What follows belongs to an exercise in optimizing a design on an open flow for small area, a short achievable clock period and few clock cycles per item; a production flow would make more cautious choices. At most, simulation tests tie the RTL to the original design; equivalence was not proved. Power and IR drop assume default switching activity.

violet:
==> module simpledes_core, before the edit <==
module simpledes_core (
    input  wire        clk,
    input  wire        rst,         
    input  wire [23:0] cmd,
    input  wire        cmd_valid,
    output wire        cmd_ready,
    output wire [11:0] dout,
    output wire [7:0]  status
);
    localparam [2:0] E_NONE    = 3'd0;
    localparam [2:0] E_ILLEGAL = 3'd1;
    localparam [2:0] E_RANGE   = 3'd2;
    localparam [2:0] E_NOKEY   = 3'd3;
    localparam [2:0] E_LOCKED  = 3'd4;
    function [7:0] expand;
        input [5:0] x;
        expand = {x[5], x[4], x[2], x[3], x[2], x[3], x[1], x[0]};
    endfunction
    function [2:0] sbox1;
        input [3:0] a;
        reg   [3:0] q0, q1, q2;
        begin
            q0 = {a[0] | a[1], ~(a[0] | a[1]), ~a[0], ~a[0]};
            q1 = {a[0], a[1], ~a[0], a[0]};
            q2 = {a[0] ^ a[1], a[0] ^ a[1], a[0] ^ a[1], ~(a[0] ^ a[1])};
            sbox1 = {q2[a[3:2]], q1[a[3:2]], q0[a[3:2]]};
        end
    endfunction
    function [2:0] sbox2;
        input [3:0] a;
        reg   [3:0] q0, q1, q2;
        begin
            q0 = {a[1] & ~a[0], a[0] | ~a[1], ~(a[0] & a[1]), a[0] & a[1]};
            q1 = {~a[1], a[0], a[1] | ~a[0], a[1] & ~a[0]};
            q2 = {~(a[0] ^ a[1]), ~(a[0] ^ a[1]), ~(a[0] | a[1]), a[1] | ~a[0]};
            sbox2 = {q2[a[3:2]], q1[a[3:2]], q0[a[3:2]]};
        end
    endfunction
    function [5:0] round_f;
        input [5:0] r;
        input [7:0] rk;
        reg   [7:0] x;
        begin
            x       = expand(r) ^ rk;
            round_f = {sbox1(x[7:4]), sbox2(x[3:0])};
        end
    endfunction
    function [5:0] sboxes;
        input [7:0] x;
        sboxes = {sbox1(x[7:4]), sbox2(x[3:0])};
    endfunction
    function [5:0] unexpand;
        input [7:0] x;
        input [7:0] k;
        unexpand = {x[7] ^ k[7], x[6] ^ k[6], x[4] ^ k[4], x[5] ^ k[5], x[1] ^ k[1], x[0] ^ k[0]};
    endfunction
    reg  [8:0]  key;
    reg         kv;
    reg         dv;
    reg  [2:0]  err;
    reg  [5:0]  hl, hr;
    reg  [8:0]  rot;
    reg  [4:0]  cur;
    reg         busy;
    wire        down = !cur[4];          
    wire [3:0]  op   = cmd[23:20];
    wire [3:0]  sr   = cmd[19:16];
    wire [3:0]  er   = cmd[15:12];
    wire [11:0] data = cmd[11:0];
    wire fields_zero = (sr == 4'd0) && (er == 4'd0);
    wire is_ldkey = (op == 4'h1) && fields_zero;
    wire is_enc   = (op == 4'h2) && fields_zero;
    wire is_dec   = (op == 4'h3) && fields_zero;
    wire is_proc  = (op == 4'h4);
    wire illegal  = !(is_ldkey || is_enc || is_dec || is_proc);
    reg [2:0] fault;
    always @(*) begin
        if (illegal)
            fault = E_ILLEGAL;
        else if (is_ldkey)
            fault = (data[11:9] != 3'd0) ? E_RANGE : (kv ? E_LOCKED : E_NONE);
        else if (is_proc && (sr == 4'd0 || er == 4'd0))
            fault = E_RANGE;
        else if (!kv)
            fault = E_NOKEY;
        else
            fault = E_NONE;
    end
    wire issue = cmd_valid && !busy;
    wire [7:0] k1    = key[8:1];
    wire [7:0] k2    = key[7:0];
    wire [7:0] in_kf = op[0] ? k2 : k1;
    wire [5:0] in_r  = data[11:6] ^ sboxes(expand(data[5:0]) ^ in_kf);
    wire [8:0] rot_n = down ? {rot[0], rot[8:1]} : {rot[7:0], rot[8]};
    wire [5:0] st_r  = hl ^ sboxes(expand(hr) ^ rot[8:1]);       
    wire [3:0] idx = {sr[3], sr[2], sr[1] | (op[1] & ~op[0]), sr[0] | (op[1] & op[0])};
    wire [8:0] b0  = {key[0], key[8:1]};
    wire [8:0] b1  = idx[0] ? {b0[7:0], b0[8]}   : b0;
    wire [8:0] b2  = idx[1] ? {b1[6:0], b1[8:7]} : b1;
    wire [8:0] b3  = idx[2] ? {b2[4:0], b2[8:5]} : b2;
    wire [8:0] b4  = idx[3] ? {b3[0], b3[8:1]}   : b3;
    wire go_c = issue && (err == E_NONE) && (fault == E_NONE) && !is_ldkey;
    always @(posedge clk) begin
        if (rst) begin
            busy <= 1'b0;
            kv   <= 1'b0;
            dv   <= 1'b0;
            err  <= E_NONE;
        end else if (busy) begin
            if (cur == 5'd1 || cur == 5'h1f) busy <= 1'b0;
        end else if (issue && err == E_NONE) begin
            if (fault != E_NONE) begin
                err <= fault;
            end else if (is_ldkey) begin
                key <= data[8:0];
                kv  <= 1'b1;
            end else begin
                dv <= 1'b1;
                if (is_proc) busy <= (sr != er);
            end
        end
    end
    wire       ld   = !busy && go_c;
    wire       hold = !busy && !go_c;
    wire [5:0] ld_l = is_proc ? data[11:6] : data[5:0];
    wire [5:0] ld_r = is_proc ? data[5:0] : in_r;
    always @(posedge clk) begin
        hl  <= ({6{busy}} & hr)    | ({6{ld}} & ld_l) | ({6{hold}} & hl);
        hr  <= ({6{busy}} & st_r)  | ({6{ld}} & ld_r) | ({6{hold}} & hr);
        rot <= ({9{busy}} & rot_n) | ({9{ld}} & b4)   | ({9{hold}} & rot);
    end
    always @(posedge clk)
        cur <= (busy ? cur : {1'b0, sr}) + (busy ? {{4{down}}, 1'b1} : ~{1'b0, er} + 5'd1);
    assign cmd_ready = !busy;
    assign dout      = {st_r, hr};
    assign status    = {3'b000, err, dv, kv};
endmodule
==> flow/config.mk <==
export PLATFORM = sky130hd
export DESIGN_NAME = simpledes_core
export DESIGN_NICKNAME = simpledes_core
export VERILOG_FILES = /design/flow/design.v
export SDC_FILE = /design/flow/constraint.sdc
export NUM_CORES = 4
export LEC_CHECK = 0
export CAP_MARGIN = 20
export CORE_MARGIN = 2
export CORE_UTILIZATION = 40
export SETUP_SLACK_MARGIN = 1.5
export SLEW_MARGIN = 20
==> flow/constraint.sdc <==
create_clock -name core_clock -period 4.5 [get_ports {clk}]
set_input_delay 0.9000 -clock core_clock [delete_from_list [all_inputs] [get_ports {clk}]]
set_output_delay 0.9000 -clock core_clock [all_outputs]
set_load 0.01 [all_outputs]
standard.sh (not shown) runs the stock make flow with config.mk's settings and CLKGATE_MAP_FILE= SYNTH_SCRIPT=/design/flow/synth_recipe.tcl, a recipe that flattens the netlist after the stock synthesis.
==> flow/flow/run.sh <==
#!/bin/bash
# Standard layout, with the port buffers made of a regular buffer cell instead of the
# delay cell buffer_ports picks by default.
set -euo pipefail
bash standard.sh "BUFFER_PORTS_ARGS=-buffer_cell sky130_fd_sc_hd__buf_1" finish > run_standard.log 2>&1
violet completed every stage of the flow, and the final layout passed the timing, design-rule and antenna checks.
Testbench counts of violet, summed over its fixed seeds: cycles 3,073, items 1,600.
Relative to violet, the following input files were edited for maple:
diff --git a/flow/design.v b/flow/design.v
--- a/flow/design.v
+++ b/flow/design.v
@@ -129,9 +129,9 @@
         hr  <= ({6{busy}} & st_r)  | ({6{ld}} & ld_r) | ({6{hold}} & hr);
         rot <= ({9{busy}} & rot_n) | ({9{ld}} & b4)   | ({9{hold}} & rot);
     end
     always @(posedge clk)
-        cur <= (busy ? cur : {1'b0, sr}) + (busy ? {{4{down}}, 1'b1} : ~{1'b0, er} + 5'd1);
+        cur <= busy ? (down ? cur - 5'd1 : cur + 5'd1) : {1'b0, sr} - {1'b0, er};
     assign cmd_ready = !busy;
     assign dout      = {st_r, hr};
     assign status    = {3'b000, err, dv, kv};
 endmodule
--- outcome ---
- maple ends up with a sequential-to-total area share from yosys stat that is 0.45 points lower than in violet.
- Going from violet to maple, total routed wirelength now sits lower, number of signal-net inverters in the final layout now sits higher.
- Comparing maple and violet, the higher final critical-path share of the clock period is on maple.
- Diff violet -> maple: detailed-placement wirelength estimate fell by 2.6%; core utilization rose by 0.30 points; post-CTS resize count fell by 1; maximum vdd ir drop rose by about 27%; maximum single-stage delay on the critical path rose by 0.10 ns.
For maple, only the layout was checked, not whether the RTL still works.

-- re-timing with driven ports --
How much do the figures lean on ideal ports? The routed layouts below were timed once more, with nothing changed but the port constraints.
Step 1 (the two cells are an assumption about what drives the block):
set clk [get_ports {clk}]
set_driving_cell -lib_cell sky130_fd_sc_hd__clkbuf_16 $clk
set_driving_cell -lib_cell sky130_fd_sc_hd__buf_2 [delete_from_list [all_inputs] $clk]
Step 2 also shifts input and output timing later by t, the mid clock arrival at the registers, as if the neighbouring blocks saw the same clock.
Three values: ideal, step 1, step 2; two values: the first two.
run | shift t [ns] | setup slack, ns | worst slew at a driven data input, ns
violet | 0.324 | 1.599 / 1.570 / 1.312 | 0.03
maple | 0.320 | 1.546 / 1.552 / 1.237 | 0.03
After both steps every run listed still meets setup and hold. The setup slack of maple, which loses most, moves by +0.006 ns with the drivers and by -0.309 ns with both steps.
